This is an optimization exercise on Yosys and OpenROAD, whose aim is small area, a short achievable clock period and few clock cycles per item, not a production implementation. The RTL was checked by simulation tests, not by an equivalence proof against the original design. Power figures rest on the tool's default switching activity, not on a simulated workload.

## flow/design.v

```verilog
module bitwriter_unit (
  input             clk,
  input             rst,
  input             cmd_valid,
  output            cmd_ready,
  input      [7:0]  cmd_op,
  input      [63:0] cmd_arg0,
  input      [31:0] cmd_arg1,
  output            m_valid,
  output     [7:0]  m_data,
  input             m_ready,
  input      [1:0]  m_resp,
  input      [63:0] m_pos,
  input      [63:0] m_len,
  input             m_seekable,
  output reg        m_close,
  output            l_valid,
  output     [7:0]  l_data,
  input             l_ready,
  input      [1:0]  l_resp,
  input      [63:0] l_pos,
  input      [63:0] l_len,
  input             l_seekable,
  output reg        l_close,
  output            rsp_valid,
  output     [3:0]  rsp_status,
  output     [63:0] rsp_res
);
  localparam ST_OK       = 4'd0;
  localparam ST_EOS      = 4'd1;
  localparam ST_INVALID  = 4'd3;
  localparam ST_ILLSTATE = 4'd4;
  localparam ST_IOERR    = 4'd6;
  localparam ST_ILLCMD   = 4'd7;
  localparam ST_NOTSUPP  = 4'd8;
  reg        att_m, att_l;
  reg [7:0]  buf_m, buf_l;
  reg [3:0]  cur_m, cur_l;
  reg        busy;        
  reg        e_l;         
  reg [28:0] e_cnt;       
  reg [63:0] e_dat;       
  reg [7:0]  e_head;      
  reg [3:0]  e_cur;       
  reg        e_first;     
  reg        e_flush;     
  reg        e_close;     
  reg        r_valid;
  reg [3:0]  r_status;
  reg        r_l;         
  reg        r_len;       
  wire       e_rdy  = e_l ? l_ready : m_ready;
  wire [1:0] e_resp = e_l ? l_resp  : m_resp;
  wire       e_last = (e_cnt == 29'd1);
  reg [7:0] e_byte;
  always @* begin
    case (e_cnt[2:0])
      3'd1: e_byte = e_dat[7:0];
      3'd2: e_byte = e_dat[15:8];
      3'd3: e_byte = e_dat[23:16];
      3'd4: e_byte = e_dat[31:24];
      3'd5: e_byte = e_dat[39:32];
      3'd6: e_byte = e_dat[47:40];
      3'd7: e_byte = e_dat[55:48];
      default: e_byte = e_dat[63:56];
    endcase
  end
  wire [7:0] e_low  = e_flush ? 8'h00 : (8'hFF >> e_cur);
  wire [7:0] x_byte = e_first ? (e_head | (e_byte & e_low)) : e_byte;
  wire e_go   = busy && e_rdy;
  wire e_fail = e_go && (e_resp != 2'd0);
  wire e_done = e_go && (e_resp == 2'd0) && e_last;
  assign m_valid = busy && !e_l;
  assign l_valid = busy && e_l;
  assign m_data  = x_byte;
  assign l_data  = {x_byte[0], x_byte[1], x_byte[2], x_byte[3],
                    x_byte[4], x_byte[5], x_byte[6], x_byte[7]};
  assign cmd_ready = !busy || (e_done && !e_close);
  wire   acc       = cmd_valid && cmd_ready;
  wire        u      = (cmd_op[7:4] == 4'h5);
  wire [3:0]  fn     = cmd_op[3:0];
  wire        op_ok  = ((cmd_op[7:4] == 4'h3) || u) && (fn <= 4'd8);
  wire        att    = u ? att_l : att_m;
  wire [7:0]  wbuf   = u ? buf_l : buf_m;
  wire [3:0]  wcur   = u ? cur_l : cur_m;
  wire        seek   = u ? l_seekable : m_seekable;
  wire        f_open  = (fn == 4'd0);
  wire        f_bit   = (fn == 4'd1);
  wire        f_b32   = (fn == 4'd2);
  wire        f_b64   = (fn == 4'd3);
  wire        f_rep   = (fn == 4'd4);
  wire        f_pos   = (fn == 4'd5) || (fn == 4'd6);
  wire        f_write = f_bit || f_b32 || f_b64 || f_rep;
  wire        f_fl    = (fn == 4'd7) || (fn == 4'd8);
  wire        neg     = cmd_arg1[31];
  wire        bad     = (f_b32 && (neg || (cmd_arg1[30:5] != 26'd0))) ||
                        (f_b64 && (neg || (cmd_arg1[30:6] != 25'd0))) ||
                        (f_rep && neg);
  wire        zero    = !f_bit && (cmd_arg1 == 32'd0);
  wire        rep     = f_bit || f_rep;
  wire        v       = cmd_arg0[0];
  wire [2:0]  nl      = f_bit ? 3'd1 : cmd_arg1[2:0];
  wire [27:0] nh      = f_bit ? 28'd0 : cmd_arg1[30:3];
  wire [3:0]  s       = {1'b0, wcur[2:0]} + {1'b0, nl};
  wire [2:0]  r       = s[2:0];
  wire        k0      = !s[3] && (nh == 28'd0);
  wire [28:0] k       = {1'b0, nh} + {28'd0, s[3]};
  wire        w_go    = op_ok && att && f_write && !bad && !zero && !wcur[3];
  wire        fl_go   = op_ok && att && f_fl;
  wire        emit    = (w_go && !k0) || (fl_go && (wcur != 4'd0));
  wire [7:0]  topr    = ~(8'hFF >> r);
  wire [7:0]  topc    = ~(8'hFF >> wcur[2:0]);
  wire [7:0]  tbits   = rep ? {8{v}} : (cmd_arg0[7:0] << (4'd8 - {1'b0, r}));
  wire [7:0]  nbuf    = k0 ? (wbuf | (tbits & topr & ~topc)) : (tbits & topr);
  reg [3:0] st;
  always @* begin
    if (!op_ok)               st = ST_ILLCMD;
    else if (f_open)          st = ST_OK;
    else if (!att)            st = ST_ILLSTATE;
    else if (f_write) begin
      if (bad)                st = ST_INVALID;
      else if (zero)          st = ST_OK;
      else if (wcur[3])       st = ST_ILLSTATE;
      else                    st = ST_OK;
    end
    else if (f_pos && !seek)  st = ST_NOTSUPP;
    else                      st = ST_OK;
  end
  wire        e_res = e_fail || (e_done && !e_close);
  assign rsp_valid  = r_valid || e_res;
  assign rsp_status = e_res ? (e_fail ? (e_resp[1] ? ST_IOERR : ST_EOS) : ST_OK) : r_status;
  wire [63:0] rp    = r_l ? (r_len ? l_len : l_pos) : (r_len ? m_len : m_pos);
  wire [3:0]  rcur  = r_l ? cur_l : cur_m;
  assign rsp_res    = {rp[60:0] + {60'd0, rcur[3]}, rcur[2:0]};
  always @(posedge clk) begin
    if (rst) begin
      att_m <= 1'b0; buf_m <= 8'd0; cur_m <= 4'd0;
      att_l <= 1'b0; buf_l <= 8'd0; cur_l <= 4'd0;
      busy    <= 1'b0;
      r_valid <= 1'b0;
      m_close <= 1'b0;
      l_close <= 1'b0;
    end else begin
      r_valid <= 1'b0;
      m_close <= 1'b0;
      l_close <= 1'b0;
      if (e_go) begin
        e_first <= 1'b0;
        e_cnt   <= e_cnt - 29'd1;
        if (e_fail || e_last) busy <= 1'b0;
        if (e_fail) begin
          if (e_l) begin att_l <= 1'b1; buf_l <= x_byte; cur_l <= e_flush ? e_cur : 4'd8; end
          else     begin att_m <= 1'b1; buf_m <= x_byte; cur_m <= e_flush ? e_cur : 4'd8; end
        end else if (e_last && e_close) begin
          r_valid  <= 1'b1;
          r_status <= ST_OK;
          if (e_l) l_close <= 1'b1; else m_close <= 1'b1;
        end
      end
      if (acc) begin
        r_valid  <= !emit;
        r_status <= st;
        r_l      <= u;
        r_len    <= fn[1];
        if (emit) begin
          busy    <= 1'b1;
          e_l     <= u;
          e_cnt   <= fl_go ? 29'd1 : k;
          e_dat   <= rep ? {64{v}} : (cmd_arg0 >> r);
          e_head  <= wbuf;
          e_cur   <= wcur;
          e_first <= 1'b1;
          e_flush <= fl_go;
          e_close <= fn[3];
        end
        if (op_ok) begin
          if (f_open) begin
            if (u) begin att_l <= 1'b1; buf_l <= 8'd0; cur_l <= 4'd0; end
            else   begin att_m <= 1'b1; buf_m <= 8'd0; cur_m <= 4'd0; end
          end else if (w_go) begin
            if (u) begin buf_l <= nbuf; cur_l <= {1'b0, r}; end
            else   begin buf_m <= nbuf; cur_m <= {1'b0, r}; end
          end else if (fl_go) begin
            if (u) begin att_l <= 1'b0; buf_l <= 8'd0; cur_l <= 4'd0; end
            else   begin att_m <= 1'b0; buf_m <= 8'd0; cur_m <= 4'd0; end
            if (wcur == 4'd0 && fn[3]) begin
              if (u) l_close <= 1'b1; else m_close <= 1'b1;
            end
          end
        end
      end
    end
  end
endmodule
```

## flow/constraint.sdc

```tcl
create_clock -name core_clock -period 5.0 [get_ports {clk}]
set_input_delay 1.0000 -clock core_clock [delete_from_list [all_inputs] [get_ports {clk}]]
set_output_delay 1.0000 -clock core_clock [all_outputs]
set_load 0.01 [all_outputs]
```

## flow/run.sh

```bash
#!/bin/bash
# synth_recipe.tcl (not shown) runs the flow's synth.tcl, then flattens the netlist and writes it again
# the make line also repeats each setting of config.mk as NAME=value (left out here)
make -C /OpenROAD-flow-scripts/flow DESIGN_CONFIG=/design/flow/config.mk WORK_HOME=/design/flow/orfs CLKGATE_MAP_FILE= SYNTH_SCRIPT=/design/flow/synth_recipe.tcl finish
```

## flow/config.mk

```make
export PLATFORM = sky130hd
export DESIGN_NAME = bitwriter_unit
export DESIGN_NICKNAME = bitwriter_unit
export VERILOG_FILES = /design/flow/design.v
export SDC_FILE = /design/flow/constraint.sdc
export NUM_CORES = 4
export LEC_CHECK = 0
export CAP_MARGIN = 20
export CORE_MARGIN = 2
export CORE_UTILIZATION = 40
export SLEW_MARGIN = 20
```

==> flow_metrics.py, run 1 <==
metrics = {
    "floorplanning": {
        "die_area_um2": 35370,
        "die_w_um": 188.1,
        "coreArea_um2": 33450,
        "start_util": 0.4052,
        "ios": 461,
        "dieHeight_um": 188.1,
        "std_cell_rows": 67,
    },
    "detailed_routing": {
        "drt_wl_total_um": 54070,
        "via_per_inst": 5.829,
        "drtPass1Iterations": 7,
        "wire_per_inst_um": 22.94,
        "detail-route-antenna-nets": 0,
        "first_iter_violations": 1118,
        "drc": 0,
        "vias": 13740,
    },
    "power_and_ir_drop": {
        "combPwrFrac": 0.317,
        "p_per_area_nw_per_um2": 191.2,
        "p_leak_nw": 7.074,
        "p_total_mw": 3.796,
        "intPower_mw": 2.691,
        "pwr-share-clk": 0.330,
        "ir_worst_vdd_uv": 295.4,
        "power_switching_mw": 1.105,
        "seqPwrFrac": 0.353,
        "switching_share": 0.2912,
    },
    "synthesis": {
        "netlist_area_um2": 13550,
        "yosys_warnings": 1,
        "synth_top_cell_by_area": "edfxtp_1",
        "synth_top_area_frac": 0.2526,
        "ys_seq_elements": 144,
        "synthCells": 1409,
        "synth.distinct_cells": 85,
        "synth-async-reset-ratio": 0,
        "yosysMostFrequentCell": "nand2_1",
        "synth_enable_flop_cells": 114,
        "syn_area_per_cell_um2": 9.620,
        "ys_top_cells_by_count": "nand2_1 (228), edfxtp_1 (114), mux4_2 (114)",
        "synth_area_leaders": "edfxtp_1 (25%), mux4_2 (19%), nand2_1 (6.3%)",
        "syn_nets": 1796,
        "ys.flop_type": "edfxtp_1",
        "yosysSeqAreaShare": 0.2969,
    },
    "critical_path": {
        "path_cells": "clkdlybuf4s50_1 > mux4_2 > nand4_1 > nor4_4 > and3_4 > or4b_4 > nor3_2 > xor2_1 > clkdlybuf4s50_1",
        "crit_buf_inv": 2,
        "endpoint_kind": "output pin",
        "critPathKind": "input port to output pin",
        "crit_top_cell": "clkdlybuf4s50_1",
        "worst_path_max_delay_cell": "clkdlybuf4s50_1",
        "cp.arrival_ns": 4.06,
        "cp_max_fo": 6,
        "cp_slowest_stage_delay_ns": 0.56,
        "r2r_start": "e_cnt[6]$_DFFE_PN_",
        "cp-start-kind": "input port",
        "cp_data_required_time_ns": 4.00,
        "crit_family": "simple AND/OR/NAND/NOR gates",
        "crit_start": "m_len[19]",
    },
    "placement": {
        "hpwl_um": 43740,
        "gp_congestion": 0.9259,
        "pre_cts_slack_ns": -0.2421,
        "port_buffers": 448,
    },
    "finish": {
        "syn2layout_area_growth_pct": 46.49,
        "drive_above_1_share": 0.1757,
        "fin_util": 0.5936,
        "nets": 2281,
    },
    "cts": {
        "cts.sink_count": 144,
        "h-tree-depth": 4,
        "cts_root_buf": "clkbuf_16",
        "cts_inserted_buffers": 17,
        "cts_tree": "yes",
        "clk_path_buf_depth": 2,
        "clkTransAtPathRegs_ns": 0.06,
        "clkLatencyLatePin_ns": 0.43,
        "hold_buffers": 0,
    },
    "min_path": {
        "hp-class": "flop to flop",
        "min-delay-start": "att_m$_SDFF_PP0_",
    },
    "grt": {
        "grt.total_usage": 0.2974,
        "grt_overflow": 0,
        "grt_pass1_wl_um": 80070,
        "grt_pass1_vias": 13337,
        "antenna_found_initial": 6,
        "grt_max_degree": 65,
    },
    "sta": {
        "setup_slack_ns": -0.06142,
        "fmax_mhz": 197.6,
        "finalHoldViolations": 0,
        "slew_headroom": 0.3664,
        "finalCritPeriodShare": 1.012,
        "post-route-min-period_ns": 5.061,
        "rsz0062_at_grt": "yes",
        "finalSetupViolCount": 2,
        "slew_viol_final": 0,
        "worstMarginPinSlew_ns": 0.9432,
        "tns_ns": -0.1059,
        "skew_ns": 0.01149,
    },
    "run": {
        "max_cap_viol_count": 0,
    },
    "run_status": {
        "status": "failed layout checks",
        "so_faults": "setup timing",
    },
}
[layout by cell type (no fill, tap or decap), types with 11 or more instances in the layout]
cell type and n:
a21oi_1 30, a22oi_1 19, a31oi_1 62, and3_1 13, buf_4 117, clkbuf_16 17
clkdlybuf4s50_1 431, dfxtp_1 30, dlymetal6s2s_1 12, edfxtp_1 114, ha_1 14, inv_1 41
mux2_2 15, mux2i_1 39, mux4_2 114, nand2_1 226, nand2b_1 16, nand3_1 45
nand4_1 29, nor2_1 89, nor2b_1 11, nor3_1 29, nor4_1 13, o21ai_0 35
o22ai_1 16, or3_1 11, xnor2_1 68, xor2_1 47
[worst register-to-register path: cells and delay by family (launching register included)]
kind,cells,cell delay (ns)
AOI/OAI and AO/OA,3,1.20
DFF,1,0.46
and+or+nand+nor,4,2.04
[cell type report]
| cell class | count | area [um^2] |
|---|---|---|
| Sequential cell | 144 | 4024 |
| Multi-Input combinational cell | 1116 | 8990 |
| Inverter | 43 | 161.4 |
| Timing Repair Buffer | 572 | 5545 |
| Fill cell | 2869 | 13590 |
| Antenna cell | 2 | 5.005 |
| Clock buffer | 18 | 429.2 |
| Clock inverter | 14 | 140.1 |
| Tap cell | 448 | 560.5 |
[what timing repair did]
| action | CTS | global route |
|---|---|---|
| setup buffers | 1 | 2 |
| pin swaps | 1 | 0 |
| resized for setup | 9 | 22 |
| setup endpoints to repair | 19 | 30 |
[sequential cells by signal, summed over array words and instances (netlist names), 3 cells and up]
name and flops:
e_head 8, e_dat 64, e_cur 4, cur_l 4
e_cnt 29, buf_l 8, buf_m 8, cur_m 4
r_status 3
[per-layer routing]
metal | routed length, um | vias up | global-route usage
met5 | 41 | - | 0
met4 | 1555 | 6 | 0.09509
met3 | 4863 | 74 | 0.07674
met2 | 24110 | 575 | 0.4513
met1 | 23500 | 6697 | 0.4146
li1 | - | 6388 | -
[metrics by stage]
step | hold slack, ns | std cells | cell area, um^2
detailed placement | 0.4994 | 2320 | 19160
global placement | 0.4882 | 2320 | 19160
finish | 0.5177 | 2357 | 19860
global route | 0.5368 | 2355 | 19850
floorplan | 0.4694 | 1409 | 13560
CTS | 0.5123 | 2353 | 19760
[logic make-up (layout without fill, tap and decap cells)]
logic type | Yosys count | count (layout) | synth area share
simple gates | 556 | 556 | 0.2011
compound gates | 260 | 260 | 0.1343
mux | 168 | 168 | 0.2307
buf+inv | 149 | 647 | 0.04736
flops | 144 | 144 | 0.2969
xor+xnor | 116 | 116 | 0.07496
fa+ha+maj | 16 | 16 | 0.01477
other cells | 0 | 2 | 0
[worst paths after layout]
check / end / slack [ns] / cells after the start
setup / recovery: rsp_res[63] / -0.06 / 9
hold / removal: att_m$_SDFF_PP0_ / 0.52 / 1
setup reg to reg: buf_m[2]$_SDFF_PP0_ / 1.15 / 7
hold reg to reg: att_m$_SDFF_PP0_ / 0.52 / 1
[power by group through the flow]
stage | sequential (mW) | combinational [mW] | clock (mW)
finish | 1.34 | 1.20 | 1.25
global route | 1.34 | 1.29 | 1.31
CTS | 1.34 | 1.20 | 1.27
detailed placement | 1.36 | 1.19 | 0
global placement | 1.36 | 1.18 | 0
floorplan | 1.36 | 0.580 | 0
Testbench counts, summed over its fixed seeds: cycles 7,958, items 4,000.
==> inputs of run 2 (changes only) <==
--- a/flow/design.v
+++ b/flow/design.v
@@ -40,3 +40,6 @@
   reg        e_l;         
-  reg [28:0] e_cnt;       
+  reg        e_rep;       
+  reg        e_x;         
+  reg [2:0]  e_m;         
+  reg [2:0]  e_r;         
   reg [63:0] e_dat;       
@@ -53,16 +56,8 @@
   wire [1:0] e_resp = e_l ? l_resp  : m_resp;
-  wire       e_last = (e_cnt == 29'd1);
-  reg [7:0] e_byte;
-  always @* begin
-    case (e_cnt[2:0])
-      3'd1: e_byte = e_dat[7:0];
-      3'd2: e_byte = e_dat[15:8];
-      3'd3: e_byte = e_dat[23:16];
-      3'd4: e_byte = e_dat[31:24];
-      3'd5: e_byte = e_dat[39:32];
-      3'd6: e_byte = e_dat[47:40];
-      3'd7: e_byte = e_dat[55:48];
-      default: e_byte = e_dat[63:56];
-    endcase
-  end
+  wire [27:0] e_q   = e_dat[27:0];
+  wire       e_last = e_rep ? (e_x ? (e_q == 28'd0) : (e_q == 28'd1)) : (e_m == 3'd0);
+  wire [71:0] e_ext = {8'd0, e_dat};
+  wire [15:0] e_win = e_ext[{e_m, 3'b000} +: 16];
+  wire [15:0] e_sh  = e_win >> e_r;
+  wire [7:0] e_byte = e_rep ? {8{e_dat[28]}} : e_sh[7:0];
   wire [7:0] e_low  = e_flush ? 8'h00 : (8'hFF >> e_cur);
@@ -106,3 +101,2 @@
   wire        k0      = !s[3] && (nh == 28'd0);
-  wire [28:0] k       = {1'b0, nh} + {28'd0, s[3]};
   wire        w_go    = op_ok && att && f_write && !bad && !zero && !wcur[3];
@@ -148,3 +142,5 @@
         e_first <= 1'b0;
-        e_cnt   <= e_cnt - 29'd1;
+        e_m     <= e_m - 3'd1;
+        e_x     <= 1'b0;
+        if (e_rep && !e_x) e_dat[27:0] <= e_q - 28'd1;
         if (e_fail || e_last) busy <= 1'b0;
@@ -167,4 +163,7 @@
           e_l     <= u;
-          e_cnt   <= fl_go ? 29'd1 : k;
-          e_dat   <= rep ? {64{v}} : (cmd_arg0 >> r);
+          e_rep   <= rep && !fl_go;
+          e_x     <= s[3];
+          e_m     <= fl_go ? 3'd0 : (nh[2:0] - {2'd0, !s[3]});
+          e_r     <= r;
+          e_dat   <= (rep && !fl_go) ? {cmd_arg0[63:29], v, nh} : cmd_arg0;
           e_head  <= wbuf;
==> flow_metrics.py, run 2 <==
metrics = {
    "cts": {
        "cts_inserted_buffers": 17,
        "hold_buffers": 0,
        "clkLatencyLatePin_ns": 0.42,
        "cts.sink_count": 123,
        "cts_tree": "yes",
        "h-tree-depth": 4,
        "clkTransAtPathRegs_ns": 0.06,
        "clk_path_buf_depth": 2,
        "cts_root_buf": "clkbuf_16",
    },
    "detailed_routing": {
        "detail-route-antenna-nets": 0,
        "first_iter_violations": 1215,
        "wire_per_inst_um": 23.95,
        "vias": 11911,
        "drt_wl_total_um": 49100,
        "via_per_inst": 5.810,
        "drtPass1Iterations": 5,
        "drc": 0,
    },
    "floorplanning": {
        "coreArea_um2": 27860,
        "die_w_um": 172.5,
        "die_area_um2": 29750,
        "start_util": 0.4075,
        "dieHeight_um": 172.5,
        "std_cell_rows": 61,
        "ios": 461,
    },
    "power_and_ir_drop": {
        "p_leak_nw": 6.473,
        "ir_worst_vdd_uv": 217.8,
        "p_per_area_nw_per_um2": 206.3,
    },
    "sta": {
        "post-route-min-period_ns": 4.928,
        "slew_headroom": 0.2942,
        "slew_viol_final": 0,
        "fmax_mhz": 202.9,
        "worstMarginPinSlew_ns": 1.059,
        "finalSetupViolCount": 0,
        "skew_ns": 0.009609,
        "holdWs_ns": 0.5306,
        "rsz0062_at_grt": "yes",
        "finalHoldViolations": 0,
        "finalCritPeriodShare": 0.9856,
    },
    "synthesis": {
        "syn_area_per_cell_um2": 9.517,
        "ys.flop_type": "edfxtp_1",
        "synth-async-reset-ratio": 0,
        "synth_top_area_frac": 0.2460,
        "syn_nets": 1580,
        "synth_area_leaders": "edfxtp_1 (25%), mux4_2 (15%), dfxtp_1 (5.3%)",
        "ys_seq_elements": 123,
        "synth_top_cell_by_area": "edfxtp_1",
        "synthCells": 1193,
        "yosys_warnings": 1,
        "yosysSeqAreaShare": 0.2989,
        "yosysMostFrequentCell": "nand2_1",
        "synth.distinct_cells": 84,
        "synth_enable_flop_cells": 93,
        "ys_top_cells_by_count": "nand2_1 (134), nor2_1 (106), edfxtp_1 (93)",
        "netlist_area_um2": 11350,
    },
    "placement": {
        "port_buffers": 448,
        "hpwl_um": 40060,
        "gp_congestion": 0.9513,
    },
    "run_status": {
        "status": "timing/DRC/antenna clean",
    },
    "critical_path": {
        "worst_path_max_delay_cell": "clkdlybuf4s50_1",
        "cp_max_fo": 5,
        "cp_data_required_time_ns": 4.00,
        "path_cells": "clkdlybuf4s50_1 > mux4_2 > and3_1 > nand4_1 > nor4_2 > buf_4 > and3_2 > and2_2 > buf_4 > xnor2_1 > clkdlybuf4s50_1",
        "cp.arrival_ns": 3.93,
        "crit_family": "buffers and inverters",
        "cp_slowest_stage_delay_ns": 0.57,
        "crit_buf_inv": 4,
        "critPathKind": "input port to output pin",
        "cp-start-kind": "input port",
        "endpoint_kind": "output pin",
    },
    "grt": {
        "grt_max_degree": 56,
        "grt_pass1_vias": 11261,
        "grt_overflow": 0,
        "grt.total_usage": 0.3155,
        "grt_pass1_wl_um": 68990,
        "antenna_found_initial": 9,
    },
    "finish": {
        "syn2layout_area_growth_pct": 52.71,
        "regMostFlops": "e_dat",
        "final_cell_mix": "clkdlybuf4s50_1 (428), nand2_1 (134), nor2_1 (105)",
        "fin_util": 0.6224,
        "final_common_cell": "clkdlybuf4s50_1",
        "multi_input_area_um2": 7513,
        "regArea_um2": 3393,
        "drive_above_1_share": 0.1492,
        "nFillCells": 2393,
        "largest_register_ffs": 64,
        "nets": 2043,
    },
    "min_path": {
        "hp-class": "flop to flop",
    },
    "run": {
        "max_cap_viol_count": 0,
    },
}
-- run 2: stage by stage --
stage | setup TNS, ns | worst slack, ns | cell area [um^2] | power (mW) | std cells
floorplan | 0 | 0.1412 | 11360 | 1.612 | 1193
global placement | -0.8421 | -0.1025 | 16560 | 2.208 | 2015
detailed placement | -0.001744 | -0.001744 | 16560 | 2.207 | 2015
CTS | -0.005409 | -0.005409 | 17220 | 3.579 | 2047
global route | -0.01526 | -0.01526 | 17340 | 3.692 | 2050
finish | 0 | 0.07205 | 17340 | 3.577 | 2050
-- run 2: worst paths after layout --
| kind | end | start | cells past startpoint | slack, ns |
|---|---|---|---|---|
| worst max-delay path | rsp_res[35] | l_len[19] | 11 | 0.07 |
| worst min-delay path | buf_l[0]$_SDFF_PP0_ | buf_l[0]$_SDFF_PP0_ | 2 | 0.53 |
| worst max register to register | r_status[2]$_SDFFCE_PN0P_ | e_dat[14]$_DFFE_PN_ | 7 | 1.61 |
| worst min register to register | buf_l[0]$_SDFF_PP0_ | buf_l[0]$_SDFF_PP0_ | 2 | 0.53 |
-- run 2: layout make-up --
| class | instances | share of cell area |
|---|---|---|
| antenna | 3 | 0.0004330 |
| clock buffer | 17 | 0.02454 |
| clock inverter | 15 | 0.01292 |
| inverter | 31 | 0.006711 |
| multi-input combinational | 957 | 0.4334 |
| sequential | 123 | 0.1957 |
| tap | 378 | 0.02728 |
| timing repair buffer | 526 | 0.2991 |
-- run 2: report_power, final --
| part | switching, mW | internal [mW] |
|---|---|---|
| sequential | 0.0278 | 1.12 |
| clock | 0.483 | 0.884 |
| combinational | 0.460 | 0.606 |
| total | 0.970 | 2.61 |
-- run 2: kinds of logic after synthesis --
kind of cell / count (synthesis) / share of synthesized area
mux: 159 / 0.2268
simple gates: 464 / 0.2060
flops: 123 / 0.2989
buf+inv: 113 / 0.04761
fa+ha+maj: 16 / 0.01763
xor+xnor: 93 / 0.07174
compound gates: 225 / 0.1314
-- run 2: layer usage --
| metal | global-route usage | vias to the layer above | wire length, um |
|---|---|---|---|
| li1 | - | 5441 | - |
| met1 | 0.4628 | 5800 | 21840 |
| met2 | 0.4586 | 622 | 21290 |
| met3 | 0.09270 | 42 | 5419 |
| met4 | 0.06503 | 6 | 512 |
| met5 | 0 | - | 32 |
-- run 2: worst min-delay path: stages (launching register included) --
cell and delay [ns]:
dfxtp_1 0.31, nor2_1 0.10, o41ai_1 0.07
-- run 2: timing repair --
item | in CTS | in global routing
setup buffers | 0 | 0
gates cloned | 0 | 0
endpoints found under the hold margin | 0 | 0
pin swaps | 0 | 1
setup endpoints to repair | 5 | 36
gates resized for setup | 4 | 35
Testbench counts of run 2, summed over its fixed seeds: cycles 7,958, items 4,000.
==> inputs of run 3 (changes only) <==
==> flow/flow/run.sh (new file) <==
#!/bin/bash
# Standard ORFS layout, with the port buffers made from buf_1 cells instead of the
# default choice; the full make output goes to standard.log.
set -euo pipefail
export BUFFER_PORTS_ARGS="-buffer_cell sky130_fd_sc_hd__buf_1"
bash standard.sh > standard.log 2>&1
==> flow/standard.sh (new file) <==
#!/bin/bash
# synth_recipe.tcl (not shown) runs the flow's synth.tcl, then flattens the netlist and writes it again
# the make line also repeats each setting of config.mk as NAME=value (left out here)
make -C /OpenROAD-flow-scripts/flow DESIGN_CONFIG=/design/flow/config.mk WORK_HOME=/design/flow/orfs CLKGATE_MAP_FILE= SYNTH_SCRIPT=/design/flow/synth_recipe.tcl "${@:-finish}"
removed: flow/run.sh
==> flow_metrics.py, run 3 <==
metrics = {
    "placement": {
        "hpwl_um": 38420,
        "port_buffers": 448,
        "dpl.cell_count": 1987,
        "gp_congestion": 0.8917,
    },
    "finish": {
        "fin_util": 0.5098,
        "final_common_cell": "buf_1",
        "drive_above_1_share": 0.1273,
        "final_cell_mix": "buf_1 (448), nand2_1 (134), nor2_1 (105)",
        "regMostFlops": "e_dat",
        "nets": 2016,
        "largest_register_ffs": 64,
        "syn2layout_area_growth_pct": 25.08,
        "fin_cells": 2026,
    },
    "critical_path": {
        "cp_max_fo": 31,
        "cp-start-kind": "flop",
        "cp.arrival_ns": 3.76,
        "cp_data_required_time_ns": 4.00,
        "endpoint_kind": "output pin",
        "critPathKind": "flop to output pin",
    },
    "sta": {
        "finalSetupViolCount": 0,
        "post-route-min-period_ns": 4.763,
        "holdWs_ns": 0.5118,
        "worstMarginPinSlew_ns": 1.070,
        "finalCritPeriodShare": 0.9527,
        "skew_ns": 0.01146,
        "fmax_mhz": 209.9,
        "finalHoldViolations": 0,
        "slew_viol_final": 0,
        "slew_headroom": 0.2789,
    },
    "power_and_ir_drop": {
        "power_switching_mw": 0.9743,
        "ir_worst_vdd_uv": 201.5,
        "intPower_mw": 2.239,
        "pwr-share-clk": 0.396,
        "p_leak_nw": 4.895,
        "p_total_mw": 3.214,
        "p_per_area_nw_per_um2": 226.3,
        "switching_share": 0.3032,
        "combPwrFrac": 0.246,
        "seqPwrFrac": 0.358,
    },
    "cts": {
        "cts_inserted_buffers": 17,
        "clk_path_buf_depth": 2,
        "cts.sink_count": 123,
        "cts_tree": "yes",
        "clkLatencyLatePin_ns": 0.43,
        "cts_root_buf": "clkbuf_16",
        "clkTransAtPathRegs_ns": 0.06,
        "h-tree-depth": 4,
    },
    "run_status": {
        "status": "timing/DRC/antenna clean",
    },
    "synthesis": {
        "syn_area_per_cell_um2": 9.517,
        "yosys_warnings": 1,
        "syn_nets": 1580,
        "yosysSeqAreaShare": 0.2989,
        "synth_top_area_frac": 0.2460,
        "ys.flop_type": "edfxtp_1",
        "netlist_area_um2": 11350,
        "synth.distinct_cells": 84,
        "synth_enable_flop_cells": 93,
        "ys_seq_elements": 123,
        "synthCells": 1193,
        "ys_top_cells_by_count": "nand2_1 (134), nor2_1 (106), edfxtp_1 (93)",
        "yosysMostFrequentCell": "nand2_1",
        "synth_area_leaders": "edfxtp_1 (25%), mux4_2 (15%), dfxtp_1 (5.3%)",
        "synth_top_cell_by_area": "edfxtp_1",
        "synth-async-reset-ratio": 0,
    },
    "grt": {
        "antenna_found_initial": 10,
        "grt.total_usage": 0.3107,
        "grt_pass1_vias": 10804,
        "grt_max_degree": 68,
        "grt_overflow": 0,
        "grt_pass1_wl_um": 67430,
    },
    "detailed_routing": {
        "drt_wl_total_um": 48010,
        "detail-route-antenna-nets": 0,
        "drc": 0,
        "drtPass1Iterations": 5,
        "first_iter_violations": 1150,
        "vias": 11792,
        "wire_per_inst_um": 23.70,
        "via_per_inst": 5.820,
    },
    "min_path": {
        "hp-class": "flop to flop",
    },
    "floorplanning": {
        "die_w_um": 172.5,
        "start_util": 0.4075,
        "ios": 461,
        "die_area_um2": 29750,
        "coreArea_um2": 27860,
        "dieHeight_um": 172.5,
        "std_cell_rows": 61,
    },
    "run": {
        "max_cap_viol_count": 0,
    },
}
-- run 3: cell count changes in the layout (fill, tap and decap cells not counted), sizes merged --
cell | previous run | this run
inv | 30 | 32
clkinv | 7 | 8
buf | 79 | 499
diode | 3 | 6
clkinvlp | 4 | 3
bufinv | 5 | 3
dlymetal6s2s | 19 | 0
clkdlybuf4s50 | 428 | 0
-- run 3: cell families (layout without fill, tap and decap cells) --
kind of cell    count (synthesis)  in the layout  synth area share
compound gates                225            225            0.1314
xor+xnor                       93             93           0.07174
fa+ha+maj                      16             16           0.01763
buf+inv                       113            562           0.04761
flops                         123            123            0.2989
mux                           159            159            0.2268
other cells                     0              6                 0
simple gates                  464            464            0.2060
-- run 3: layer usage --
layer  GRT usage  up-vias  share of wire
li1            -     5397              -
met4     0.09317        6          0.023
met1      0.4477     5695           0.45
met2      0.4430      619           0.43
met5           0        -        0.00087
met3     0.09636       75           0.10
-- run 3: stage by stage --
step           cell area, um^2   TNS, ns  worst slack [ns]
3_5_place_dp             13570         0            0.3554
3_3_place_gp             13570         0            0.3469
6_report                 14200         0            0.2366
2_1_floorplan            11360         0            0.1412
5_1_grt                  14200  -0.01318         -0.006989
4_1_cts                  14170         0            0.1814
-- run 3: layout make-up --
type	instances	area, um^2
Clock inverter	15	172.7
Antenna cell	6	15.01
Sequential cell	123	3393
Tap cell	378	473.0
Inverter	31	116.4
Multi-Input combinational cell	957	7450
Fill cell	2700	13660
Timing Repair Buffer	499	2156
Clock buffer	17	425.4
-- run 3: final timing paths --
| path | startpoint | to | slack, ns | depth (start not counted) |
|---|---|---|---|---|
| max | r_len$_DFFE_PP_ | rsp_res[63] | 0.24 | 10 |
| min | buf_l[0]$_SDFF_PP0_ | buf_l[0]$_SDFF_PP0_ | 0.51 | 2 |
| min reg2reg | buf_l[0]$_SDFF_PP0_ | buf_l[0]$_SDFF_PP0_ | 0.51 | 2 |
| max reg2reg | e_m[0]$_DFFE_PN_ | buf_l[4]$_SDFF_PP0_ | 1.42 | 9 |
-- run 3: critical path, cell delays in order (launching register included) --
cell,delay [ns]
edfxtp_1,0.38
buf_12,0.23
buf_4,0.42
mux4_2,0.37
and3_1,0.21
and3_1,0.30
and3_1,0.49
nand2_2,0.24
nor4_2,0.28
xor2_1,0.20
buf_1,0.17
-- run 3: timing repair --
item                                    4_1_cts  5_1_grt
endpoints found under the hold margin         0        0
endpoints found under the setup margin        0        3
hold buffers                                  0        0
buffers inserted                              0        0
resized for setup                             0        2
-- run 3: power groups by stage --
stage / Sequential (mW) / Clock [mW] / Combinational, mW
6_report: 1.15 / 1.27 / 0.791
5_1_grt: 1.15 / 1.33 / 0.846
4_1_cts: 1.15 / 1.29 / 0.773
3_5_place_dp: 1.17 / 0 / 0.765
3_3_place_gp: 1.17 / 0 / 0.764
2_1_floorplan: 1.15 / 0 / 0.461
==> inputs of run 4 (changes only) <==
--- a/flow/config.mk
+++ b/flow/config.mk
@@ -10,2 +10,3 @@
 export CORE_UTILIZATION = 40
+export SETUP_SLACK_MARGIN = 1.5
 export SLEW_MARGIN = 20
==> flow_metrics.py, run 4 <==
metrics = {
    "run_status": {
        "status": "timing/DRC/antenna clean",
    },
    "finish": {
        "syn2layout_area_growth_pct": 57.99,
        "regArea_um2": 3393,
        "multi_input_area_um2": 9214,
        "largest_register_ffs": 64,
        "final_area_um2": 17940,
        "final_common_cell": "buf_1",
        "nets": 2165,
        "fin_util": 0.6439,
        "nFillCells": 2304,
        "final_cell_mix": "buf_1 (364), buf_4 (139), nand2_1 (113)",
        "regMostFlops": "e_dat",
        "drive_above_1_share": 0.3769,
    },
    "sta": {
        "rsz0062_at_grt": "yes",
        "post-route-min-period_ns": 4.467,
        "slew_headroom": 0.3715,
        "finalHoldViolations": 0,
        "finalSetupViolCount": 0,
        "tns_ns": 0,
        "worstMarginPinSlew_ns": 0.9405,
        "skew_ns": 0.01287,
        "holdWs_ns": 0.5134,
        "fmax_mhz": 223.8,
        "slew_viol_final": 0,
        "finalCritPeriodShare": 0.8935,
    },
    "synthesis": {
        "ys.flop_type": "edfxtp_1",
        "ys_top_cells_by_count": "nand2_1 (134), nor2_1 (106), edfxtp_1 (93)",
        "yosysMostFrequentCell": "nand2_1",
        "yosys_warnings": 1,
        "syn_area_per_cell_um2": 9.517,
        "synth_area_leaders": "edfxtp_1 (25%), mux4_2 (15%), dfxtp_1 (5.3%)",
        "netlist_area_um2": 11350,
        "synth_top_area_frac": 0.2460,
        "ys_seq_elements": 123,
        "synthCells": 1193,
        "synth_top_cell_by_area": "edfxtp_1",
        "synth.distinct_cells": 84,
        "synth_enable_flop_cells": 93,
        "syn_nets": 1580,
        "yosysSeqAreaShare": 0.2989,
        "synth-async-reset-ratio": 0,
    },
    "cts": {
        "cts_tree": "yes",
        "clkTransAtPathRegs_ns": 0.07,
        "clkLatencyLatePin_ns": 0.43,
        "cts_root_buf": "clkbuf_16",
        "h-tree-depth": 4,
        "clk_path_buf_depth": 2,
        "hold_buffers": 0,
        "cts.sink_count": 123,
        "cts_inserted_buffers": 17,
    },
    "critical_path": {
        "endpoint_kind": "output pin",
        "cp_max_fo": 5,
        "critPathKind": "input port to output pin",
        "cp.arrival_ns": 3.47,
        "r2r_cells": 14,
        "cp_data_required_time_ns": 4.00,
        "cp-start-kind": "input port",
    },
    "detailed_routing": {
        "first_iter_violations": 1414,
        "detail-route-antenna-nets": 0,
        "vias": 13175,
        "wire_per_inst_um": 25.89,
        "drtPass1Iterations": 6,
        "via_per_inst": 6.033,
        "drc": 0,
        "drt_wl_total_um": 56550,
    },
    "grt": {
        "grt_overflow": 0,
        "grt.total_usage": 0.3393,
        "grt_pass1_wl_um": 72900,
        "grt_pass1_vias": 11866,
        "grt_max_degree": 68,
        "antenna_found_initial": 22,
    },
    "floorplanning": {
        "die_area_um2": 29750,
        "coreArea_um2": 27860,
        "start_util": 0.4075,
        "std_cell_rows": 61,
        "die_w_um": 172.5,
        "ios": 461,
        "dieHeight_um": 172.5,
    },
    "placement": {
        "gp_congestion": 0.9178,
        "port_buffers": 448,
        "hpwl_um": 39450,
        "dpl_cell_area_um2": 14180,
    },
    "power_and_ir_drop": {
        "p_total_mw": 3.476,
        "power_switching_mw": 1.150,
        "ir_worst_vdd_uv": 192.4,
        "seqPwrFrac": 0.329,
        "combPwrFrac": 0.314,
        "pwr-share-clk": 0.357,
        "switching_share": 0.3308,
        "intPower_mw": 2.326,
        "p_per_area_nw_per_um2": 193.8,
        "p_leak_nw": 6.642,
    },
    "min_path": {
        "hp-class": "flop to flop",
        "hold_depth": 2,
    },
    "run": {
        "max_cap_viol_count": 0,
    },
}
-- run 4: cell counts after synthesis --
No cell type changed its count.
-- run 4: routing by layer --
layer | track usage | up-vias | part of all wire
li1 | - | 5716 | -
met1 | 0.4360 | 6416 | 0.38
met2 | 0.5106 | 872 | 0.46
met3 | 0.1119 | 159 | 0.12
met4 | 0.1615 | 12 | 0.037
met5 | 0.04174 | - | 0.0029
-- run 4: logic make-up after synthesis --
family | Yosys count | share of synthesized area
compound gates | 225 | 0.1314
xor+xnor | 93 | 0.07174
flops | 123 | 0.2989
buf+inv | 113 | 0.04761
mux | 159 | 0.2268
simple gates | 464 | 0.2060
fa+ha+maj | 16 | 0.01763
-- run 4: repair_timing --
action                     in CTS  in global routing
buffers inserted               87                 48
setup endpoints to repair     183                157
pin swaps                      60                 74
cloned                          5                 17
resized for setup             221                195
-- run 4: critical path, cell delays in order --
cell	delay, ns
buf_1	0.17
mux4_2	0.30
nand4_1	0.15
nand4b_1	0.35
nor4_4	0.36
and3_4	0.31
buf_4	0.13
buf_8	0.13
nand4_1	0.16
xnor2_2	0.23
buf_2	0.17
-- run 4: path summary, 6_finish.rpt --
kind	slack, ns	end	from
worst min register to register	0.51	buf_l[0]$_SDFF_PP0_	buf_l[0]$_SDFF_PP0_
worst max register to register	1.46	e_dat[50]$_DFFE_PP_	e_dat[6]$_DFFE_PN_
worst min-delay path	0.51	buf_l[0]$_SDFF_PP0_	buf_l[0]$_SDFF_PP0_
worst max-delay path	0.53	rsp_res[51]	m_len[11]
-- run 4: power by group through the flow --
stage          logic, mW  clock network, mW  registers [mW]
6_report            1.09               1.24            1.14
4_1_cts            0.973               1.24            1.14
3_3_place_gp       0.809                  0            1.17
5_1_grt             1.14               1.28            1.14
2_1_floorplan      0.515                  0            1.15
3_5_place_dp       0.810                  0            1.17
-- run 4: cell type report --
type	count	share of cell area
Antenna cell	15	0.002093
Clock buffer	20	0.02609
Clock inverter	12	0.005511
Inverter	31	0.006766
Multi-Input combinational cell	957	0.5137
Sequential cell	123	0.1892
Tap cell	378	0.02637
Timing Repair Buffer	648	0.2303
-- run 4: per-stage QoR --
| stage | instances | setup WS, ns |
|---|---|---|
| after floorplan | 1193 | 0.6938 |
| after global placement | 1980 | 0.3713 |
| after detailed placement | 1980 | 0.3454 |
| after CTS | 2104 | 0.7207 |
| after global routing | 2182 | 0.4951 |
| final | 2184 | 0.5326 |
==> inputs of run 5 (changes only) <==
--- a/flow/config.mk
+++ b/flow/config.mk
@@ -10,3 +10,3 @@
 export CORE_UTILIZATION = 40
-export SETUP_SLACK_MARGIN = 1.5
+export SETUP_SLACK_MARGIN = 2.5
 export SLEW_MARGIN = 20
==> flow_metrics.py, run 5 <==
metrics = {
    "power_and_ir_drop": {
        "p_per_area_nw_per_um2": 185.0,
        "p_total_mw": 3.552,
        "ir_worst_vdd_uv": 215.9,
        "p_leak_nw": 7.123,
    },
    "critical_path": {
        "crit_family": "simple AND/OR/NAND/NOR gates",
        "worst_path_max_delay_cell": "edfxtp_1",
        "crit_start": "r_len$_DFFE_PP_",
        "cp.arrival_ns": 3.36,
        "path_depth": 11,
        "critPathKind": "flop to output pin",
        "cp_slowest_stage_delay_ns": 0.44,
        "cp-start-kind": "flop",
        "endpoint_kind": "output pin",
        "cp_max_fo": 7,
        "reg2reg_to": "e_dat[50]$_DFFE_PP_",
        "cp_data_required_time_ns": 4.00,
        "r2r_cells": 14,
        "r2r_start": "e_dat[16]$_DFFE_PN_",
        "path_cells": "buf_6 > buf_16 > mux4_2 > and3_4 > nand4_1 > nor4_4 > and3_4 > buf_6 > nand4_1 > xnor2_2 > buf_2",
        "worst-r2r-setup-slack_ns": 1.47,
        "critPathCapture": "rsp_res[51]",
        "crit_buf_inv": 4,
    },
    "finish": {
        "nets": 2215,
        "final_area_um2": 19200,
        "nFillCells": 2050,
        "final_common_cell": "buf_1",
        "syn2layout_area_growth_pct": 69.14,
        "regMostFlops": "e_dat",
        "largest_register_ffs": 64,
        "drive_above_1_share": 0.4416,
        "final_cell_mix": "buf_1 (373), buf_4 (142), nand2_1 (101)",
    },
    "grt": {
        "antenna_found_initial": 10,
        "grt_overflow": 0,
        "grt_pass1_vias": 12369,
        "grt_pass1_wl_um": 76780,
        "grt_max_degree": 34,
        "grt.total_usage": 0.3530,
    },
    "sta": {
        "setup_slack_ns": 0.6369,
        "finalHoldViolations": 0,
        "finalSetupViolCount": 0,
        "rsz0062_at_grt": "yes",
        "holdWs_ns": 0.5378,
        "finalCritPeriodShare": 0.8726,
        "tns_ns": 0,
        "fmax_mhz": 229.2,
        "slew_headroom": 0.3459,
        "post-route-min-period_ns": 4.363,
        "slew_viol_final": 0,
        "skew_ns": 0.01437,
        "worstMarginPinSlew_ns": 0.9811,
    },
    "synthesis": {
        "syn_area_per_cell_um2": 9.517,
        "synth_top_family_by_area": "multiplexers",
        "synth_top_area_frac": 0.2460,
        "synth_compound_area_frac": 0.1314,
        "synth_mux_area_frac": 0.2268,
        "yosys.area_share.simple": 0.2060,
        "yosys_warnings": 1,
        "yosysSeqAreaShare": 0.2989,
        "synth_top_cell_by_area": "edfxtp_1",
        "ys_top_cells_by_count": "nand2_1 (134), nor2_1 (106), edfxtp_1 (93)",
        "synthCells": 1193,
        "syn_nets": 1580,
        "yosysMostFrequentCell": "nand2_1",
        "synth.distinct_cells": 84,
        "synth_area_leaders": "edfxtp_1 (25%), mux4_2 (15%), dfxtp_1 (5.3%)",
        "ys.flop_type": "edfxtp_1",
        "synth_xor_area_frac": 0.07174,
        "synth_enable_flop_cells": 93,
        "ys_seq_elements": 123,
        "synth-async-reset-ratio": 0,
        "netlist_area_um2": 11350,
        "synth_fa_ha_area_frac": 0.01763,
    },
    "cts": {
        "cts_tree": "yes",
        "clkTransAtPathRegs_ns": 0.07,
        "clkLatencyLatePin_ns": 0.44,
        "cts.sink_count": 123,
        "cts_root_buf": "clkbuf_16",
        "h-tree-depth": 4,
        "cts_inserted_buffers": 17,
        "clk_path_buf_depth": 2,
    },
    "placement": {
        "pre_cts_slack_ns": 0.2919,
        "dpl_cell_area_um2": 14480,
        "hpwl_um": 37860,
        "port_buffers": 448,
        "gp_congestion": 0.9475,
    },
    "min_path": {
        "hp-class": "flop to flop",
    },
    "floorplanning": {
        "die_w_um": 172.5,
        "die_area_um2": 29750,
        "coreArea_um2": 27860,
        "std_cell_rows": 61,
        "start_util": 0.4075,
        "dieHeight_um": 172.5,
        "ios": 461,
    },
    "detailed_routing": {
        "detail-route-antenna-nets": 0,
        "drt_wl_total_um": 57680,
        "drc": 0,
        "via_per_inst": 6.090,
        "drtPass1Iterations": 5,
        "wire_per_inst_um": 25.94,
        "vias": 13545,
        "first_iter_violations": 1339,
    },
    "run": {
        "max_cap_viol_count": 0,
    },
    "run_status": {
        "status": "timing/DRC/antenna clean",
    },
}
## run 5: cell counts after synthesis
Identical to the previous run, type by type.
## run 5: cells by family (layout without fill, tap and decap cells)
logic type | after synthesis | after routing
other | 0 | 5
XOR/XNOR | 93 | 93
AO/OA/AOI/OAI | 225 | 225
buffers and inverters | 113 | 759
multiplexers | 159 | 159
adder cells (fa/ha/maj) | 16 | 16
flip-flops | 123 | 123
AND/OR/NAND/NOR | 464 | 466
## run 5: how the worst min path moves through the flow
| stage | startpoint | endpoint | cells past startpoint |
|---|---|---|---|
| after CTS | buf_l[0]$_SDFF_PP0_ | buf_l[0]$_SDFF_PP0_ | 2 |
| after floorplan | buf_l[0]$_SDFF_PP0_ | buf_l[0]$_SDFF_PP0_ | 2 |
| after global routing | buf_l[0]$_SDFF_PP0_ | buf_l[0]$_SDFF_PP0_ | 2 |
| after detailed placement | buf_l[0]$_SDFF_PP0_ | buf_l[0]$_SDFF_PP0_ | 2 |
| after global placement | buf_l[0]$_SDFF_PP0_ | buf_l[0]$_SDFF_PP0_ | 2 |
| final | buf_m[1]$_SDFF_PP0_ | buf_m[1]$_SDFF_PP0_ | 2 |
## run 5: metrics by stage
step	std cells	util
detailed placement	1976	0.5198
floorplan	1193	-
global placement	1976	0.5198
global route	2222	0.6892
finish	2224	0.6893
CTS	2153	0.6461
## run 5: power breakdown
group          internal [mW]  switching, mW  leakage (nW)
registers               1.12         0.0278          1.12
clock network          0.745          0.499         0.288
logic                  0.552          0.611          5.72
## run 5: area by class of cell
class / instances / area, um^2 / area share
multi-input cells: 959 / 9862 / 0.5136
repair buffers: 696 / 4731 / 0.2464
flip-flops and latches: 123 / 3393 / 0.1767
clock buffers: 20 / 479.2 / 0.02495
well taps: 378 / 473.0 / 0.02463
inverters: 31 / 141.4 / 0.007363
clock inverters: 12 / 111.4 / 0.005799
diodes: 5 / 12.51 / 0.0006516
## run 5: routing by layer
layer / global-route usage / routed length [um] / up-vias
met5: 0 / 94 / -
met4: 0.1586 / 2979 / 12
li1: - / - / 5813
met2: 0.5437 / 26150 / 988
met3: 0.1160 / 6550 / 178
met1: 0.4508 / 21910 / 6554
## run 5: what timing repair did
item,in CTS,in global routing
setup endpoints to repair,214,215
buffers inserted,125,63
resized for setup,380,137
gates cloned,20,3
hold buffers,0,0
pin swaps,114,86
## run 5: tightest hold or removal path, cell delays in order (launching register included)
cell and delay [ns]:
dfxtp_1 0.33, mux2i_1 0.07, o21ai_1 0.10
==> inputs of run 6 (changes only) <==
--- a/flow/design.v
+++ b/flow/design.v
@@ -38,4 +38,5 @@
   reg [3:0]  cur_m, cur_l;
-  reg        busy;        
+  reg        busy;
   reg        e_l;         
+  reg        e_last;      
   reg        e_rep;       
@@ -50,21 +51,44 @@
   reg        e_close;     
+  reg        e_pm;        
+  reg        e_ph;        
   reg        r_valid;
   reg [3:0]  r_status;
-  reg        r_l;         
-  reg        r_len;       
+  reg [4:0]  r_sel;       
+  reg [2:0]  r_cur;
   wire       e_rdy  = e_l ? l_ready : m_ready;
   wire [1:0] e_resp = e_l ? l_resp  : m_resp;
-  wire [27:0] e_q   = e_dat[27:0];
-  wire       e_last = e_rep ? (e_x ? (e_q == 28'd0) : (e_q == 28'd1)) : (e_m == 3'd0);
-  wire [71:0] e_ext = {8'd0, e_dat};
-  wire [15:0] e_win = e_ext[{e_m, 3'b000} +: 16];
-  wire [15:0] e_sh  = e_win >> e_r;
-  wire [7:0] e_byte = e_rep ? {8{e_dat[28]}} : e_sh[7:0];
-  wire [7:0] e_low  = e_flush ? 8'h00 : (8'hFF >> e_cur);
-  wire [7:0] x_byte = e_first ? (e_head | (e_byte & e_low)) : e_byte;
-  wire e_go   = busy && e_rdy;
+  reg [14:0] e_win;
+  always @* begin
+    case (e_m)
+      3'd0: e_win = e_dat[14:0];
+      3'd1: e_win = e_dat[22:8];
+      3'd2: e_win = e_dat[30:16];
+      3'd3: e_win = e_dat[38:24];
+      3'd4: e_win = e_dat[46:32];
+      3'd5: e_win = e_dat[54:40];
+      3'd6: e_win = e_dat[62:48];
+      default: e_win = {7'd0, e_dat[63:56]};
+    endcase
+  end
+  reg [7:0] e_byte;
+  always @* begin
+    case (e_r)
+      3'd0: e_byte = e_win[7:0];
+      3'd1: e_byte = e_win[8:1];
+      3'd2: e_byte = e_win[9:2];
+      3'd3: e_byte = e_win[10:3];
+      3'd4: e_byte = e_win[11:4];
+      3'd5: e_byte = e_win[12:5];
+      3'd6: e_byte = e_win[13:6];
+      default: e_byte = e_win[14:7];
+    endcase
+  end
+  wire [7:0] e_keep = !e_first ? 8'hFF : (e_flush ? 8'h00 : (8'hFF >> e_cur));
+  wire [7:0] e_hd   = e_first ? e_head : 8'h00;
+  wire [7:0] x_byte = (e_byte & e_keep) | e_hd;
+  wire e_go   = busy && !e_pm && e_rdy;
   wire e_fail = e_go && (e_resp != 2'd0);
   wire e_done = e_go && (e_resp == 2'd0) && e_last;
-  assign m_valid = busy && !e_l;
-  assign l_valid = busy && e_l;
+  assign m_valid = busy && !e_pm && !e_l;
+  assign l_valid = busy && !e_pm && e_l;
   assign m_data  = x_byte;
@@ -98,7 +122,10 @@
   wire [27:0] nh      = f_bit ? 28'd0 : cmd_arg1[30:3];
+  wire        nh0     = (nh[27:1] == 27'd0);
   wire [3:0]  s       = {1'b0, wcur[2:0]} + {1'b0, nl};
   wire [2:0]  r       = s[2:0];
-  wire        k0      = !s[3] && (nh == 28'd0);
+  wire        k0      = !s[3] && nh0 && !nh[0];              
+  wire        k1      = s[3] ? (nh0 && !nh[0]) : (nh0 && nh[0]);   
   wire        w_go    = op_ok && att && f_write && !bad && !zero && !wcur[3];
   wire        fl_go   = op_ok && att && f_fl;
+  wire        p8_go   = op_ok && att && f_pos && seek && wcur[3];
   wire        emit    = (w_go && !k0) || (fl_go && (wcur != 4'd0));
@@ -125,5 +152,6 @@
   assign rsp_status = e_res ? (e_fail ? (e_resp[1] ? ST_IOERR : ST_EOS) : ST_OK) : r_status;
-  wire [63:0] rp    = r_l ? (r_len ? l_len : l_pos) : (r_len ? m_len : m_pos);
-  wire [3:0]  rcur  = r_l ? cur_l : cur_m;
-  assign rsp_res    = {rp[60:0] + {60'd0, rcur[3]}, rcur[2:0]};
+  wire [60:0] rp    = ({61{r_sel[0]}} & m_pos[60:0]) | ({61{r_sel[1]}} & m_len[60:0]) |
+                      ({61{r_sel[2]}} & l_pos[60:0]) | ({61{r_sel[3]}} & l_len[60:0]);
+  assign rsp_res    = {rp | ({61{r_sel[4]}} & e_dat[60:0]), r_cur};
+  wire [60:0] e_inc = e_dat[60:0] + 61'd1;
   always @(posedge clk) begin
@@ -140,7 +168,23 @@
       l_close <= 1'b0;
+      if (busy && e_pm) begin
+        e_ph <= 1'b1;
+        if (!e_ph) e_dat[60:0] <= rp;
+        else begin
+          e_dat[60:0] <= e_inc;
+          r_sel    <= 5'b10000;
+          r_valid  <= 1'b1;
+          r_status <= ST_OK;
+          busy     <= 1'b0;
+        end
+      end
       if (e_go) begin
         e_first <= 1'b0;
-        e_m     <= e_m - 3'd1;
-        e_x     <= 1'b0;
-        if (e_rep && !e_x) e_dat[27:0] <= e_q - 28'd1;
+        if (e_rep) begin
+          e_x <= 1'b0;
+          if (!e_x) e_dat[27:0] <= e_inc[27:0];
+          e_last <= e_x ? (e_dat[27:0] == 28'hFFFFFFE) : (e_dat[27:0] == 28'hFFFFFFD);
+        end else begin
+          e_m    <= e_m - 3'd1;
+          e_last <= (e_m == 3'd1);
+        end
         if (e_fail || e_last) busy <= 1'b0;
@@ -156,14 +200,17 @@
       if (acc) begin
-        r_valid  <= !emit;
+        r_valid  <= !emit && !p8_go;
         r_status <= st;
-        r_l      <= u;
-        r_len    <= fn[1];
+        r_sel    <= {1'b0, u && fn[1], u && !fn[1], !u && fn[1], !u && !fn[1]};
+        r_cur    <= wcur[3] ? 3'd0 : wcur[2:0];
+        e_pm     <= p8_go;
+        e_ph     <= 1'b0;
+        if (emit || p8_go) busy <= 1'b1;
         if (emit) begin
-          busy    <= 1'b1;
           e_l     <= u;
-          e_rep   <= rep && !fl_go;
+          e_rep   <= rep;
           e_x     <= s[3];
-          e_m     <= fl_go ? 3'd0 : (nh[2:0] - {2'd0, !s[3]});
+          e_m     <= fl_go ? 3'd0 : rep ? 3'd6 : (nh[2:0] - {2'd0, !s[3]});
+          e_last  <= fl_go || k1;
           e_r     <= r;
-          e_dat   <= (rep && !fl_go) ? {cmd_arg0[63:29], v, nh} : cmd_arg0;
+          e_dat   <= rep ? {{16{v}}, cmd_arg0[47:28], ~nh} : cmd_arg0;
           e_head  <= wbuf;
--- a/flow/config.mk
+++ b/flow/config.mk
@@ -10,3 +10,3 @@
 export CORE_UTILIZATION = 40
-export SETUP_SLACK_MARGIN = 2.5
+export SETUP_SLACK_MARGIN = 2.0
 export SLEW_MARGIN = 20
==> flow_metrics.py, run 6 <==
metrics = {
    "grt": {
        "antenna_found_initial": 0,
        "grt_pass1_vias": 16343,
        "grt_pass1_wl_um": 102000,
        "grt_max_degree": 87,
        "grt.total_usage": 0.3978,
        "grt_overflow": 0,
    },
    "detailed_routing": {
        "drc": 0,
        "detail-route-antenna-nets": 0,
        "first_iter_violations": 2560,
        "wire_per_inst_um": 26.86,
        "via_per_inst": 6.518,
        "vias": 17860,
        "drt_wl_total_um": 73600,
        "drtPass1Iterations": 6,
    },
    "placement": {
        "pre_cts_slack_ns": 0.3556,
        "gp_congestion": 0.9701,
        "dpl.cell_count": 2470,
        "hpwl_um": 50870,
        "port_buffers": 448,
    },
    "critical_path": {
        "crit_top_cell": "buf_6",
        "crit_family": "compound AO/OA/AOI/OAI gates",
        "cp-start-kind": "flop",
        "cp_max_fo": 6,
        "critPathKind": "flop to output pin",
        "cp_data_required_time_ns": 4.00,
        "crit_buf_inv": 5,
        "endpoint_kind": "output pin",
        "path_cells": "buf_6 > ha_4 > buf_6 > buf_12 > buf_8 > a22o_1 > a211oi_4 > o31ai_4 > a221oi_2 > o22ai_2 > or2_4 > buf_6",
        "cp_slowest_stage_delay_ns": 0.43,
        "worst_path_max_delay_cell": "edfxtp_1",
        "cp.arrival_ns": 2.92,
    },
    "sta": {
        "tns_ns": 0,
        "fmax_mhz": 255.0,
        "post-route-min-period_ns": 3.921,
        "slew_viol_final": 0,
        "finalHoldViolations": 0,
        "worstMarginPinSlew_ns": 1.171,
        "finalSetupViolCount": 0,
        "slew_headroom": 0.2196,
        "rsz0062_at_grt": "yes",
        "finalCritPeriodShare": 0.7842,
        "setup_slack_ns": 1.079,
        "skew_ns": 0.02000,
    },
    "cts": {
        "h-tree-depth": 4,
        "hold_buffers": 0,
        "clkLatencyLatePin_ns": 0.44,
        "clk_path_buf_depth": 2,
        "cts_root_buf": "clkbuf_16",
        "clkTransAtPathRegs_ns": 0.07,
        "cts_tree": "yes",
        "cts.sink_count": 133,
        "cts_inserted_buffers": 17,
    },
    "min_path": {
        "hp-class": "flop to flop",
    },
    "synthesis": {
        "syn_nets": 2087,
        "netlist_area_um2": 13280,
        "ys_seq_elements": 133,
        "synth_top_cell_by_area": "edfxtp_1",
        "synth_top_area_frac": 0.2329,
        "synth_area_leaders": "edfxtp_1 (23%), a22oi_1 (7.7%), nand2_1 (6.3%)",
        "yosysMostFrequentCell": "nand2_1",
        "synth.distinct_cells": 85,
        "synthCells": 1700,
        "syn_area_per_cell_um2": 7.811,
        "yosysSeqAreaShare": 0.2781,
        "synth-async-reset-ratio": 0,
        "ys.flop_type": "edfxtp_1",
        "synth_enable_flop_cells": 103,
        "ys_top_cells_by_count": "nand2_1 (222), a22oi_1 (136), nor2_1 (134)",
        "yosys_warnings": 1,
    },
    "finish": {
        "drive_above_1_share": 0.3026,
        "fin_cells": 2740,
        "syn2layout_area_growth_pct": 54.22,
        "largest_register_ffs": 64,
        "regMostFlops": "e_dat",
        "final_common_cell": "buf_1",
        "final_cell_mix": "buf_1 (383), buf_4 (183), nand2_1 (181)",
        "nets": 2671,
    },
    "floorplanning": {
        "start_util": 0.4071,
        "std_cell_rows": 66,
        "dieHeight_um": 186.2,
        "coreArea_um2": 32620,
        "die_area_um2": 34670,
        "die_w_um": 186.2,
        "ios": 461,
    },
    "power_and_ir_drop": {
        "p_per_area_nw_per_um2": 188.2,
        "ir_worst_vdd_uv": 276.1,
        "p_leak_nw": 7.646,
        "p_total_mw": 3.854,
    },
    "run": {
        "max_cap_viol_count": 0,
    },
    "run_status": {
        "status": "timing/DRC/antenna clean",
    },
}
[run 6: cells by family (layout without fill, tap and decap cells)]
kind of cell / after synthesis / in the layout / synth area share
XOR/XNOR: 7 / 7 / 0.004617
buffers and inverters: 199 / 795 / 0.06172
flip-flops: 133 / 133 / 0.2782
AO/OA/AOI/OAI: 652 / 653 / 0.3491
other: 0 / 1 / 0
multiplexers: 90 / 90 / 0.07792
AND/OR/NAND/NOR: 603 / 603 / 0.2129
adder cells (fa/ha/maj): 16 / 16 / 0.01564
[run 6: worst register-to-register path: stages, from the launching register on]
cell      delay [ns]
edfxtp_1        0.63
nand3_1         0.32
nor4_4          0.67
nand4_1         0.47
nor2_1          0.48
a31oi_1         0.14
o22ai_1         0.20
mux2i_1         0.10
[run 6: area by class of cell]
class                   count  area, um^2
diodes                      1       2.502
clock buffers              19       446.7
clock inverters            13       135.1
fillers                  2850       12140
inverters                  36       162.7
multi-input cells        1369       10600
flip-flops and latches    133        3694
well taps                 442       553.0
repair buffers            727        4881
[run 6: final timing paths]
kind | startpoint | cells past startpoint | slack (ns) | endpoint
setup / recovery | e_m[1]$_DFFE_PN_ | 12 | 1.08 | l_data[6]
hold / removal | buf_l[4]$_SDFF_PP0_ | 2 | 0.52 | buf_l[4]$_SDFF_PP0_
setup reg to reg | e_dat[14]$_DFFE_PN_ | 7 | 1.71 | e_dat[51]$_DFFE_PN_
hold reg to reg | buf_l[4]$_SDFF_PP0_ | 2 | 0.52 | buf_l[4]$_SDFF_PP0_
[run 6: stage by stage]
step,hold WS (ns),cell area [um^2],utilization
after floorplan,0.4488,13940,-
after global placement,0.4612,15630,0.4791
after detailed placement,0.4746,15630,0.4791
after CTS,0.5161,19020,0.5832
after global routing,0.5449,20480,0.6277
final,0.5161,20480,0.6278
[run 6: power by group]
group	switching, mW	internal (mW)
logic	0.666	0.544
registers	0.0858	1.23
clock network	0.603	0.722
[run 6: metal layers]
layer | wire (um) | vias up | global-route usage | part of all wire
met1 | 27910 | 8483 | 0.5122 | 0.38
met4 | 3741 | 0 | 0.1603 | 0.051
li1 | - | 7786 | - | -
met3 | 9711 | 224 | 0.1086 | 0.13
met5 | 0 | - | 0.01429 | 0
met2 | 32240 | 1367 | 0.6309 | 0.44
[run 6: repair_timing]
item,4_1_cts,5_1_grt
setup endpoints to repair,196,199
pin swaps,112,102
resized for setup,295,214
gates cloned,9,8
setup buffers,164,56
hold endpoints to repair,0,0
Testbench counts of run 6, summed over its fixed seeds: cycles 7,958, items 4,000.
==> inputs of run 7 (changes only) <==
--- a/flow/config.mk
+++ b/flow/config.mk
@@ -10,3 +10,2 @@
 export CORE_UTILIZATION = 40
-export SETUP_SLACK_MARGIN = 2.0
 export SLEW_MARGIN = 20
==> flow_metrics.py, run 7 <==
metrics = {
    "sta": {
        "holdWs_ns": 0.4843,
        "rsz0062_at_grt": "no",
        "setup_slack_ns": 0.3421,
        "fmax_mhz": 214.7,
        "slew_viol_final": 0,
        "worstMarginPinSlew_ns": 1.134,
        "finalCritPeriodShare": 0.9316,
        "finalSetupViolCount": 0,
        "skew_ns": 0.01844,
        "finalHoldViolations": 0,
        "post-route-min-period_ns": 4.658,
        "tns_ns": 0,
        "slew_headroom": 0.2414,
    },
    "detailed_routing": {
        "first_iter_violations": 2404,
        "via_per_inst": 6.582,
        "drt_wl_total_um": 65640,
        "drc": 0,
        "drtPass1Iterations": 7,
        "detail-route-antenna-nets": 0,
        "wire_per_inst_um": 26.11,
        "vias": 16548,
    },
    "critical_path": {
        "critPathKind": "flop to output pin",
        "endpoint_kind": "output pin",
        "cp_max_fo": 18,
        "worst-r2r-setup-slack_ns": 1.48,
        "r2r_cells": 15,
        "crit_start": "e_m[0]$_DFFE_PN_",
        "cp-start-kind": "flop",
        "cp.arrival_ns": 3.66,
        "r2r_start": "cur_m[0]$_SDFF_PP0_",
        "reg2reg_to": "buf_l[5]$_SDFF_PP0_",
        "critPathCapture": "m_data[0]",
        "cp_data_required_time_ns": 4.00,
    },
    "cts": {
        "cts_tree": "yes",
        "cts_root_buf": "clkbuf_16",
        "h-tree-depth": 4,
        "clk_path_buf_depth": 2,
        "cts.sink_count": 133,
        "cts_inserted_buffers": 17,
        "clkTransAtPathRegs_ns": 0.07,
        "clkLatencyLatePin_ns": 0.46,
        "hold_buffers": 0,
    },
    "floorplanning": {
        "dieHeight_um": 186.2,
        "std_cell_rows": 66,
        "die_w_um": 186.2,
        "start_util": 0.4071,
        "ios": 461,
        "coreArea_um2": 32620,
        "die_area_um2": 34670,
    },
    "synthesis": {
        "synth_fa_ha_area_frac": 0.01564,
        "synth_top_area_frac": 0.2329,
        "synth_xor_area_frac": 0.004617,
        "synthCells": 1700,
        "synth_enable_flop_cells": 103,
        "synth.distinct_cells": 85,
        "synth_compound_area_frac": 0.3491,
        "syn_nets": 2087,
        "synth_top_cell_by_area": "edfxtp_1",
        "yosys_warnings": 1,
        "netlist_area_um2": 13280,
        "synth_top_family_by_area": "compound AO/OA/AOI/OAI gates",
        "synth_area_leaders": "edfxtp_1 (23%), a22oi_1 (7.7%), nand2_1 (6.3%)",
        "yosysMostFrequentCell": "nand2_1",
        "syn_area_per_cell_um2": 7.811,
        "yosysSeqAreaShare": 0.2781,
        "ys_top_cells_by_count": "nand2_1 (222), a22oi_1 (136), nor2_1 (134)",
        "ys_seq_elements": 133,
        "ys.flop_type": "edfxtp_1",
        "synth-async-reset-ratio": 0,
        "yosys.area_share.simple": 0.2129,
        "synth_mux_area_frac": 0.07792,
    },
    "grt": {
        "antenna_found_initial": 2,
        "grt_overflow": 0,
        "grt_pass1_vias": 15159,
        "grt.total_usage": 0.3689,
        "grt_max_degree": 95,
        "grt_pass1_wl_um": 94910,
    },
    "finish": {
        "nFillCells": 3344,
        "largest_register_ffs": 64,
        "fin_cells": 2514,
        "final_common_cell": "buf_1",
        "syn2layout_area_growth_pct": 19.51,
        "regMostFlops": "e_dat",
        "nets": 2445,
        "final_area_um2": 15870,
        "final_cell_mix": "buf_1 (448), nand2_1 (222), a22oi_1 (136)",
        "drive_above_1_share": 0.06760,
    },
    "power_and_ir_drop": {
        "p_leak_nw": 5.670,
        "p_per_area_nw_per_um2": 218.0,
        "ir_worst_vdd_uv": 257.6,
    },
    "run_status": {
        "status": "timing/DRC/antenna clean",
    },
    "placement": {
        "port_buffers": 448,
        "dpl_cell_area_um2": 15270,
        "hpwl_um": 51130,
        "gp_congestion": 0.9884,
        "dpl.cell_count": 2481,
        "pre_cts_slack_ns": 0.3133,
    },
    "min_path": {
        "min-delay-start": "cur_l[3]$_SDFF_PP0_",
        "hp-class": "flop to flop",
    },
    "run": {
        "max_cap_viol_count": 0,
    },
}
## run 7: cell counts after synthesis
No cell type changed its count.
## run 7: worst max-delay path, stage by stage (launching register included)
cell and delay [ns]:
edfxtp_1 0.38, inv_1 0.12, ha_1 0.23, buf_4 0.21
nor3_1 0.52, a22oi_1 0.28, a211oi_1 0.53, a221oi_1 0.17
nor2_1 0.22, o21ai_0 0.25, inv_1 0.13, buf_1 0.15
## run 7: report_power, final
group | internal, mW | switching (mW) | total (mW) | leakage [nW]
logic | 0.314 | 0.515 | 0.830 | 4.18
clock network | 0.707 | 0.603 | 1.31 | 0.291
registers | 1.23 | 0.0876 | 1.32 | 1.20
total | 2.25 | 1.21 | 3.46 | 5.67
## run 7: area by class of cell
class / instances / area (um^2) / area share
inverters: 36 / 135.1 / 0.008515
well taps: 442 / 553.0 / 0.03485
clock inverters: 15 / 163.9 / 0.01033
diodes: 1 / 2.502 / 0.0001577
repair buffers: 502 / 2100 / 0.1323
clock buffers: 17 / 425.4 / 0.02681
multi-input cells: 1368 / 8797 / 0.5543
flip-flops and latches: 133 / 3694 / 0.2327
## run 7: cell families (layout without fill, tap and decap cells)
kind of cell             Yosys count  count (layout)
AO/OA/AOI/OAI                    652             652
XOR/XNOR                           7               7
other                              0               1
flip-flops                       133             133
buffers and inverters            199             570
AND/OR/NAND/NOR                  603             603
adder cells (fa/ha/maj)           16              16
multiplexers                      90              90
## run 7: routing by layer
layer	global-route usage	routed length, um
met3	0.09190	8286
met4	0.1398	2477
met5	0	0
met2	0.5670	28560
met1	0.5001	26320
## run 7: metrics by stage
step	utilization	total power, mW
detailed placement	0.4682	2.145
floorplan	-	1.764
finish	0.4865	3.460
global placement	0.4682	2.140
CTS	0.4863	3.433
global route	0.4865	3.564
## run 7: worst min path at each step
stage | endpoint | slack [ns] | depth (start not counted)
floorplan | cur_l[3]$_SDFF_PP0_ | 0.45 | 2
global placement | cur_l[3]$_SDFF_PP0_ | 0.46 | 2
detailed placement | cur_l[3]$_SDFF_PP0_ | 0.47 | 2
CTS | cur_l[3]$_SDFF_PP0_ | 0.49 | 2
global route | cur_m[3]$_SDFF_PP0_ | 0.55 | 2
finish | cur_l[3]$_SDFF_PP0_ | 0.48 | 2
## run 7: what timing repair did
action | CTS | global route
endpoints found under the setup margin | 0 | 3
endpoints found under the hold margin | 0 | 0
gates resized for setup | 0 | 1
buffers inserted | 0 | 0

Setup slack of run 7, layout unchanged: 0.342 ns with ideal ports, 0.290 ns with driving cells assumed (clock clkbuf_16, inputs buf_2), 0.229 ns with port delays also shifted by the 0.500 ns mid clock arrival.
